From an optimization exercise on the open Yosys and OpenROAD flow, aimed at small area, a short achievable clock period and few clock cycles; shortcuts taken in it are not production practice.
At most, simulation tests tie the RTL to the original design; equivalence was not proved.
Power is estimated from default activity; no workload was simulated.

==> flow/design.v <==
module mctp_rx (
    input  wire        clk,
    input  wire        rst,             
    input  wire        start_valid,
    output wire        start_ready,
    input  wire [7:0]  cfg_mtu,         
    input  wire        cfg_pec_check,   
    input  wire        in_valid,        
    output wire        in_ready,
    input  wire [7:0]  in_data,
    output reg         out_valid,       
    input  wire        out_ready,
    output reg  [7:0]  out_data,
    output wire        done_valid,      
    input  wire        done_ready,
    output reg  [1:0]  done_status,     
    output reg  [9:0]  done_pkts,       
    output reg  [12:0] done_rx_len,     
    output reg  [12:0] done_raw_len,    
    output reg         done_mic_ok      
);
    localparam [1:0] ST_OK = 2'd0, ST_BADBC = 2'd1, ST_OVF = 2'd2, ST_PEC = 2'd3;
    localparam [7:0]  MIC_X0 = 8'h85;
    localparam [23:0] MIC_HI = 24'h9F9B5C;
    function [7:0] crc8_byte(input [7:0] c, input [7:0] b);
        integer i;
        reg [7:0] x;
        begin
            x = c ^ b;
            for (i = 0; i < 8; i = i + 1)
                x = x[7] ? ((x << 1) ^ 8'h07) : (x << 1);
            crc8_byte = x;
        end
    endfunction
    function [31:0] crc32_byte(input [31:0] c, input [7:0] b);
        integer i;
        reg [31:0] x;
        begin
            x = c ^ {24'd0, b};
            for (i = 0; i < 8; i = i + 1)
                x = x[0] ? ((x >> 1) ^ 32'h82F63B78) : (x >> 1);
            crc32_byte = x;
        end
    endfunction
    reg        s_idle, s_hdr, s_body, s_pec, s_done;
    reg        s_inv1, s_loop, s_fin, s_inv2;
    reg        ir;          
    reg        dv;          
    reg [7:0]  mtu;
    reg        pec_check;
    reg [8:0]  bcm5;        
    reg [7:0]  cnt;         
    reg        eom;
    reg [7:0]  crc8;
    reg [31:0] crc32;
    reg        sk_valid;    
    reg [7:0]  sk_data;
    reg        bc_bad_r;    
    reg        body_ovf_r;  
    assign start_ready = s_idle;
    assign in_ready    = ir;
    assign done_valid  = dv;
    wire take      = in_valid && ir;
    wire take_hdr  = take && s_hdr;
    wire take_body = take && s_body;
    wire take_pec  = take && s_pec;
    wire hdr_last  = take_hdr && (cnt[2:0] == 3'd0);
    wire hdr_fail  = bc_bad_r || body_ovf_r;
    wire hdr_ok    = hdr_last && !hdr_fail;
    wire bc_zero   = (bcm5[7:0] == 8'd0);
    wire body_last = take_body && (cnt == 8'd1);
    wire cnt_zero  = (cnt == 8'd0);
    wire next_ovf  = (done_raw_len >= 13'd5112);
    wire pec_bad   = pec_check && (in_data != crc8);
    wire done_fire = dv && done_ready;
    wire start     = s_idle && start_valid;
    wire out_free  = !out_valid || out_ready;
    wire out_fire  = out_valid && out_ready;
    wire s_idle_n = rst || (s_idle && !start_valid) || done_fire;
    wire s_hdr_n  = !rst && (start || (s_hdr && !hdr_last) ||
                             (take_pec && !pec_bad && !eom && !next_ovf));
    wire s_body_n = !rst && ((hdr_ok && !bc_zero) || (s_body && !body_last));
    wire s_pec_n  = !rst && ((hdr_ok && bc_zero) || body_last || (s_pec && !take));
    wire s_inv1_n = !rst && take_pec && pec_bad;
    wire s_loop_n = !rst && (s_inv1 || (s_loop && !cnt_zero));
    wire s_fin_n  = !rst && s_loop && cnt_zero;
    wire s_inv2_n = !rst && s_fin;
    wire s_done_n = !rst && ((hdr_last && hdr_fail) ||
                             (take_pec && !pec_bad && (eom || next_ovf)) ||
                             s_inv2 || (s_done && !done_fire));
    wire ov_n     = !rst && (out_free ? (sk_valid || take_body) : 1'b1);
    wire sk_n     = !rst && !out_free && (sk_valid || take_body);
    wire        raw_inc  = take_body || take_pec || s_loop || hdr_ok || s_fin;
    wire        raw_by8  = s_hdr || s_fin;
    wire [12:0] raw_p1   = done_raw_len + 13'd1;
    wire [12:0] raw_p8   = {done_raw_len[12:3] + 10'd1, done_raw_len[2:0]};
    wire        rx_inc   = take_body || (s_loop && !cnt_zero);
    wire        pkts_inc = take_pec || s_fin;
    wire        inv      = s_inv1 || s_inv2;
    wire [8:0]  cap_s  = {1'b0, done_raw_len[7:0]} + {1'b0, bcm5[7:0]};
    wire [4:0]  cap_hi = done_raw_len[12:8];
    wire        cap_19 = (cap_hi == 5'd19);
    wire        cap_18 = (cap_hi == 5'd18);
    wire        cap_20 = (cap_hi >= 5'd20);
    wire [7:0] crc8_next = crc8_byte(crc8, in_data);
    wire       mic_match = ((crc32[7:0] ^ out_data) == MIC_X0) && (crc32[31:8] == MIC_HI);
    always @(posedge clk) begin
        s_idle    <= s_idle_n;
        s_hdr     <= s_hdr_n;
        s_body    <= s_body_n;
        s_pec     <= s_pec_n;
        s_inv1    <= s_inv1_n;
        s_loop    <= s_loop_n;
        s_fin     <= s_fin_n;
        s_inv2    <= s_inv2_n;
        s_done    <= s_done_n;
        ir        <= s_hdr_n || (s_body_n && !sk_n) || s_pec_n;
        dv        <= s_done_n && !ov_n;
        out_valid <= ov_n;
        sk_valid  <= sk_n;
        bc_bad_r   <= bcm5[8] || (bcm5[7:0] > mtu);
        body_ovf_r <= cap_20 || (cap_19 && cap_s > 9'd247) || (cap_18 && cap_s > 9'd503);
        if (out_free) begin
            if (sk_valid)
                out_data <= sk_data;
            else if (s_body)
                out_data <= in_data;
        end else if (!sk_valid) begin
            sk_data <= in_data;
        end
        if (out_fire) begin
            crc32 <= crc32_byte(crc32, out_data);
            if (done_status == ST_OK)
                done_mic_ok <= mic_match;
        end
        if (inv) begin
            done_raw_len <= ~done_raw_len;
            done_rx_len  <= ~done_rx_len;
            done_pkts    <= ~done_pkts;
        end else begin
            if (raw_inc)
                done_raw_len <= raw_by8 ? raw_p8 : raw_p1;
            if (rx_inc)
                done_rx_len <= done_rx_len + 13'd1;
            if (pkts_inc)
                done_pkts <= done_pkts + 10'd1;
        end
        if (start) begin
            mtu          <= cfg_mtu;
            pec_check    <= cfg_pec_check;
            done_status  <= ST_OK;
            done_pkts    <= 10'd0;
            done_rx_len  <= 13'd0;
            done_raw_len <= 13'd0;
            done_mic_ok  <= 1'b0;
            crc32        <= 32'hFFFFFFFF;
            crc8         <= 8'd0;
            cnt          <= 8'd7;
        end
        if (s_hdr && cnt[2:0] == 3'd5)
            bcm5 <= {1'b0, in_data} - 9'd5;
        if (s_hdr && cnt[2:0] == 3'd0)
            eom <= in_data[6];
        if (take_hdr) begin
            cnt <= cnt - 8'd1;
            if (!cnt[2])
                crc8 <= crc8_next;
            if (cnt[2:0] == 3'd0) begin
                if (hdr_fail) begin
                    done_status <= bc_bad_r ? ST_BADBC : ST_OVF;
                    done_mic_ok <= 1'b0;
                end else begin
                    cnt <= bcm5[7:0];
                end
            end
        end
        if (take_body) begin
            crc8 <= crc8_next;
            cnt  <= cnt - 8'd1;
        end
        if (take_pec) begin
            crc8 <= 8'd0;
            cnt  <= 8'd7;
            if (pec_bad) begin
                done_status <= ST_PEC;
                done_mic_ok <= 1'b0;
            end else if (!eom && next_ovf) begin
                done_status <= ST_OVF;
                done_mic_ok <= 1'b0;
            end
        end
        if (s_inv1)
            cnt <= bcm5[7:0];
        if (s_loop && !cnt_zero)
            cnt <= cnt - 8'd1;
    end
endmodule
Settings: LEC_CHECK=0, CAP_MARGIN=20, CORE_MARGIN=2, CORE_UTILIZATION=40, CTS_BUF_LIST=sky130_fd_sc_hd__clkbuf_4 sky130_fd_sc_hd__clkbuf_8, SETUP_SLACK_MARGIN=2.8, SLEW_MARGIN=20; clock period 5.0 ns.
run.sh (not shown) runs the stock make flow with config.mk's settings and CLKGATE_MAP_FILE= SYNTH_SCRIPT=/design/flow/synth_recipe.tcl, a recipe that flattens the netlist after the stock synthesis.
The baseline completed without violations.
Testbench counts at the start, summed over its fixed seeds: cycles 37,863.
Rerun with:
--- a/flow/design.v
+++ b/flow/design.v
@@ -50,6 +50,8 @@
     reg        pec_check;
     reg [8:0]  bcm5;        
     reg [7:0]  cnt;         
+    reg        cnt1_r;      
+    reg        cnt0_r;      
     reg        eom;
     reg [7:0]  crc8;
     reg [31:0] crc32;
@@ -68,8 +70,8 @@
     wire hdr_fail  = bc_bad_r || body_ovf_r;
     wire hdr_ok    = hdr_last && !hdr_fail;
     wire bc_zero   = (bcm5[7:0] == 8'd0);
-    wire body_last = take_body && (cnt == 8'd1);
-    wire cnt_zero  = (cnt == 8'd0);
+    wire body_last = take_body && cnt1_r;
+    wire cnt_zero  = cnt0_r;
     wire next_ovf  = (done_raw_len >= 13'd5112);
     wire pec_bad   = pec_check && (in_data != crc8);
     wire done_fire = dv && done_ready;
@@ -155,32 +157,26 @@
             done_mic_ok  <= 1'b0;
             crc32        <= 32'hFFFFFFFF;
             crc8         <= 8'd0;
-            cnt          <= 8'd7;
         end
         if (s_hdr && cnt[2:0] == 3'd5)
             bcm5 <= {1'b0, in_data} - 9'd5;
         if (s_hdr && cnt[2:0] == 3'd0)
             eom <= in_data[6];
         if (take_hdr) begin
-            cnt <= cnt - 8'd1;
             if (!cnt[2])
                 crc8 <= crc8_next;
             if (cnt[2:0] == 3'd0) begin
                 if (hdr_fail) begin
                     done_status <= bc_bad_r ? ST_BADBC : ST_OVF;
                     done_mic_ok <= 1'b0;
-                end else begin
-                    cnt <= bcm5[7:0];
                 end
             end
         end
         if (take_body) begin
             crc8 <= crc8_next;
-            cnt  <= cnt - 8'd1;
         end
         if (take_pec) begin
             crc8 <= 8'd0;
-            cnt  <= 8'd7;
             if (pec_bad) begin
                 done_status <= ST_PEC;
                 done_mic_ok <= 1'b0;
@@ -189,9 +185,18 @@
                 done_mic_ok <= 1'b0;
             end
         end
-        if (s_inv1)
-            cnt <= bcm5[7:0];
-        if (s_loop && !cnt_zero)
-            cnt <= cnt - 8'd1;
+        if (start || take_pec) begin
+            cnt    <= 8'd7;
+            cnt1_r <= 1'b0;
+            cnt0_r <= 1'b0;
+        end else if ((hdr_last && !hdr_fail) || s_inv1) begin
+            cnt    <= bcm5[7:0];
+            cnt1_r <= (bcm5[7:0] == 8'd1);
+            cnt0_r <= bc_zero;
+        end else if (take_hdr || take_body || (s_loop && !cnt_zero)) begin
+            cnt    <= cnt - 8'd1;
+            cnt1_r <= (cnt == 8'd2);
+            cnt0_r <= cnt1_r;
+        end
     end
 endmodule
=> The changed run went through all stages and came out clean; global-route usage drops by 0.14 points; worst hold slack improved by 20 ps; clock power goes up by about 6%; design area falls by 1.3%; final cell count is higher by about 0.9%; power came out higher by 2.9%; setup slack is better by 24 ps; count of clock-buffer cells in the layout is unchanged.
For the second run of this note, only the layout was checked, not whether the RTL still works.

== garnet ==
Another version of the RTL of mctp_rx (not shown whole).
Size in the first run: about 770 cells after synthesis, ~140 flip-flops.
Design mctp_rx, start of the top module:
module mctp_rx (
    input  wire        clk,
    input  wire        rst,             
    input  wire        start_valid,
    output wire        start_ready,
    input  wire [7:0]  cfg_mtu,         
    input  wire        cfg_pec_check,   
    input  wire        in_valid,        
    output wire        in_ready,
    input  wire [7:0]  in_data,
    output reg         out_valid,       
    input  wire        out_ready,
    output reg  [7:0]  out_data,
    output wire        done_valid,      
    input  wire        done_ready,
    output reg  [1:0]  done_status,     
    output reg  [9:0]  done_pkts,       
    output reg  [12:0] done_rx_len,     
    output reg  [12:0] done_raw_len,    
    output reg         done_mic_ok      
);
export LEC_CHECK = 0
export CAP_MARGIN = 20
export CORE_MARGIN = 2
export CORE_UTILIZATION = 40
export CTS_BUF_LIST = sky130_fd_sc_hd__clkbuf_4 sky130_fd_sc_hd__clkbuf_8
export SETUP_SLACK_MARGIN = 2.8
export SLEW_MARGIN = 20
create_clock -name core_clock -period 5.0 [get_ports {clk}]
standard.sh (not shown) runs the stock make flow with config.mk's settings and CLKGATE_MAP_FILE= SYNTH_SCRIPT=/design/flow/synth_recipe.tcl, a recipe that flattens the netlist after the stock synthesis.
==> flow/flow/run.sh <==
#!/bin/bash
# The standard layout (the standard.sh: standard synthesis, then ORFS to
# finish), with plain sky130 buffers on the ports instead of the delay cells
# that buffer_ports picks by default, and a clock tree without dummy loads.
export BUFFER_PORTS_ARGS="-buffer_cell sky130_fd_sc_hd__buf_2"
export CTS_ARGS="-sink_clustering_enable -repair_clock_nets -buf_list {sky130_fd_sc_hd__clkbuf_4 sky130_fd_sc_hd__clkbuf_8} -dont_use_dummy_load"
bash standard.sh > standard.log 2>&1
Testbench counts of garnet, summed over its fixed seeds: cycles 37,863.
[inputs] onyx vs garnet
--- a/flow/design.v
+++ b/flow/design.v
@@ -68,39 +68,41 @@
     wire take      = in_valid && ir;
     wire take_hdr  = take && s_hdr;
     wire take_body = take && s_body;
     wire take_pec  = take && s_pec;
     wire hdr_last  = take_hdr && (cnt[2:0] == 3'd0);
     wire hdr_fail  = bc_bad_r || body_ovf_r;
     wire hdr_ok    = hdr_last && !hdr_fail;
     wire bc_zero   = bc5_r;
     wire body_last = take_body && cnt1_r;
     wire cnt_zero  = cnt0_r;
     wire next_ovf  = (done_raw_len >= 13'd5112);
-    wire pec_bad   = pec_check && (in_data != crc8);
+    wire pec_ok    = !pec_check || (in_data == crc8);
+    wire pec_bad   = !pec_ok;
     wire done_fire = dv && done_ready;
     wire start     = s_idle && start_valid;
     wire out_free  = !out_valid || out_ready;
     wire out_fire  = out_valid && out_ready;
     wire s_idle_n = rst || (s_idle && !start_valid) || done_fire;
-    wire s_hdr_n  = !rst && (start || (s_hdr && !hdr_last) ||
-                             (take_pec && !pec_bad && !eom && !next_ovf));
+    wire pec_next = !rst && take_pec && !eom && !next_ovf;    
+    wire pec_end  = !rst && take_pec && (eom || next_ovf);    
+    wire s_hdr_p  = !rst && (start || (s_hdr && !hdr_last));
+    wire s_hdr_n  = s_hdr_p || (pec_next && pec_ok);
     wire s_body_n = !rst && ((hdr_ok && !bc_zero) || (s_body && !body_last));
     wire s_pec_n  = !rst && ((hdr_ok && bc_zero) || body_last || (s_pec && !take));
     wire s_inv1_n = !rst && take_pec && pec_bad;
     wire s_loop_n = !rst && (s_inv1 || (s_loop && !cnt_zero));
     wire s_fin_n  = !rst && s_loop && cnt_zero;
     wire s_inv2_n = !rst && s_fin;
-    wire s_done_n = !rst && ((hdr_last && hdr_fail) ||
-                             (take_pec && !pec_bad && (eom || next_ovf)) ||
-                             s_inv2 || (s_done && !done_fire));
+    wire s_done_p = !rst && ((hdr_last && hdr_fail) || s_inv2 || (s_done && !done_fire));
+    wire s_done_n = s_done_p || (pec_end && pec_ok);
     wire ov_n     = !rst && (out_free ? (sk_valid || take_body) : 1'b1);
     wire sk_n     = !rst && !out_free && (sk_valid || take_body);
     wire        raw_inc  = take_body || take_pec || s_loop || hdr_ok || s_fin;
     wire        raw_by8  = s_hdr || s_fin;
     wire [12:0] raw_p1   = done_raw_len + 13'd1;
     wire [12:0] raw_p8   = {done_raw_len[12:3] + 10'd1, done_raw_len[2:0]};
     wire        rx_inc   = take_body || (s_loop && !cnt_zero);
     wire        pkts_inc = take_pec || s_fin;
     wire        inv      = s_inv1 || s_inv2;
     wire [4:0]  cap_hi = done_raw_len[12:8];
     wire        cap_19 = (cap_hi == 5'd19);
@@ -111,24 +113,24 @@
     wire       mic_match = ((crc32[7:0] ^ out_data) == MIC_X0) && (crc32[31:8] == MIC_HI);
     always @(posedge clk) begin
         s_idle    <= s_idle_n;
         s_hdr     <= s_hdr_n;
         s_body    <= s_body_n;
         s_pec     <= s_pec_n;
         s_inv1    <= s_inv1_n;
         s_loop    <= s_loop_n;
         s_fin     <= s_fin_n;
         s_inv2    <= s_inv2_n;
         s_done    <= s_done_n;
-        ir        <= s_hdr_n || (s_body_n && !sk_n) || s_pec_n;
-        dv        <= s_done_n && !ov_n;
+        ir        <= s_hdr_p || (s_body_n && !sk_n) || s_pec_n || (pec_next && pec_ok);
+        dv        <= (s_done_p && !ov_n) || (pec_end && !ov_n && pec_ok);
         out_valid <= ov_n;
         sk_valid  <= sk_n;
         bc_bad_r   <= bclt5_r || (bc2 > mtu7);
         body_ovf_r <= cap_20 || (cap_19 && (bc2[8] || cap_ge)) || (cap_18 && bc2[8] && cap_ge);
         if (out_free) begin
             if (sk_valid)
                 out_data <= sk_data;
             else if (s_body)
                 out_data <= in_data;
         end else if (!sk_valid) begin
             sk_data <= in_data;
@@ -145,22 +147,24 @@
         end else begin
             if (raw_inc)
                 done_raw_len <= raw_by8 ? raw_p8 : raw_p1;
             if (rx_inc)
                 done_rx_len <= done_rx_len + 13'd1;
             if (pkts_inc)
                 done_pkts <= done_pkts + 10'd1;
         end
         if (start) begin
             mtu7         <= {1'b0, cfg_mtu} + 9'd7;
             pec_check    <= cfg_pec_check;
+        end
+        if (s_idle) begin
             done_status  <= ST_OK;
             done_pkts    <= 10'd0;
             done_rx_len  <= 13'd0;
             done_raw_len <= 13'd0;
             done_mic_ok  <= 1'b0;
             crc32        <= 32'hFFFFFFFF;
             crc8         <= 8'd0;
         end
         if (s_hdr && cnt[2:0] == 3'd5) begin
             bc2     <= {1'b0, in_data} + 9'd2;
             bclt5_r <= (in_data < 8'd5);
@@ -184,23 +188,23 @@
         end
         if (take_pec) begin
             crc8 <= 8'd0;
             if (pec_bad) begin
                 done_status <= ST_PEC;
                 done_mic_ok <= 1'b0;
             end else if (!eom && next_ovf) begin
                 done_status <= ST_OVF;
                 done_mic_ok <= 1'b0;
             end
         end
-        if (start || take_pec) begin
+        if (s_idle || take_pec) begin
             cnt    <= 9'd7;
             cnt1_r <= 1'b0;
             cnt0_r <= 1'b0;
         end else if ((hdr_last && !hdr_fail) || s_inv1) begin
             cnt    <= bc2;
             cnt1_r <= bc6_r;
             cnt0_r <= bc_zero;
         end else if (take_hdr || take_body || (s_loop && !cnt_zero)) begin
             cnt    <= cnt - 9'd1;
             cnt1_r <= (cnt == 9'd9);
             cnt0_r <= cnt1_r;
Findings:
- Area growth from synthesis to layout (lower): garnet
- From garnet to onyx the numbers moved as follows: multi-input gate area in the final layout went up by 2.2%; first-pass GRT wire length went up by 2.1%; via count of the first global-routing pass went up by 1.9%; minimum clock period after layout went up by 0.021 ns.
- Compared with garnet, onyx degrades least setup slack across all paths after layout.
- onyx against garnet: instance count of the mapped netlist now sits higher; fmax now sits lower; number of gates on the worst path with buffers counted now sits lower; post-route standard cell area excluding fillers now sits higher.
- Comparing onyx and garnet, the lower post-cts repair resize count is on garnet.
- Of onyx and garnet, onyx shows the higher final hold slack, with garnet below it.
- Looking at area after detailed placement, onyx sits above garnet.
- onyx ended up with register to output port as its worst setup path category; garnet ended up with primary input to register.
- The higher number of buffers outside the clock class in the layout came out of onyx.
The RTL of onyx was laid out without a check of its function.

[re-timing with driven ports]
The results above use ideal ports. As a check the final layouts listed here were re-extracted and re-timed, cells and wires unchanged.
Step 1: set_driving_cell puts a clkbuf_16 on clk and a buf_2 on each other input, an assumption about the parent block.
Step 2 times the ports against the registers' clock, not the clock port: input delays grow and output delays shrink by t, the midpoint of the rising clock arrivals with the driver on.
Slacks: ideal / step 1 / step 2; pairs: ideal / step 1.
run | t (ns) | setup WS [ns] | worst setup path after step 2 | worst slew at a driven data input, ns
the first run of note 1 | 0.487 | 2.688 / 2.688 / 2.281 | input to register | 0.06
the second run of note 1 | 0.482 | 2.712 / 2.712 / 2.296 | input to register | 0.05
garnet | 0.470 | 2.809 / 2.813 / 2.355 | input to register | 0.05
onyx | 0.468 | 2.787 / 2.749 / 2.358 | input to register | 0.06
After both steps every run listed still meets setup and hold. The setup slack of garnet, which loses most, moves by +0.004 ns with the drivers and by -0.454 ns with both steps.
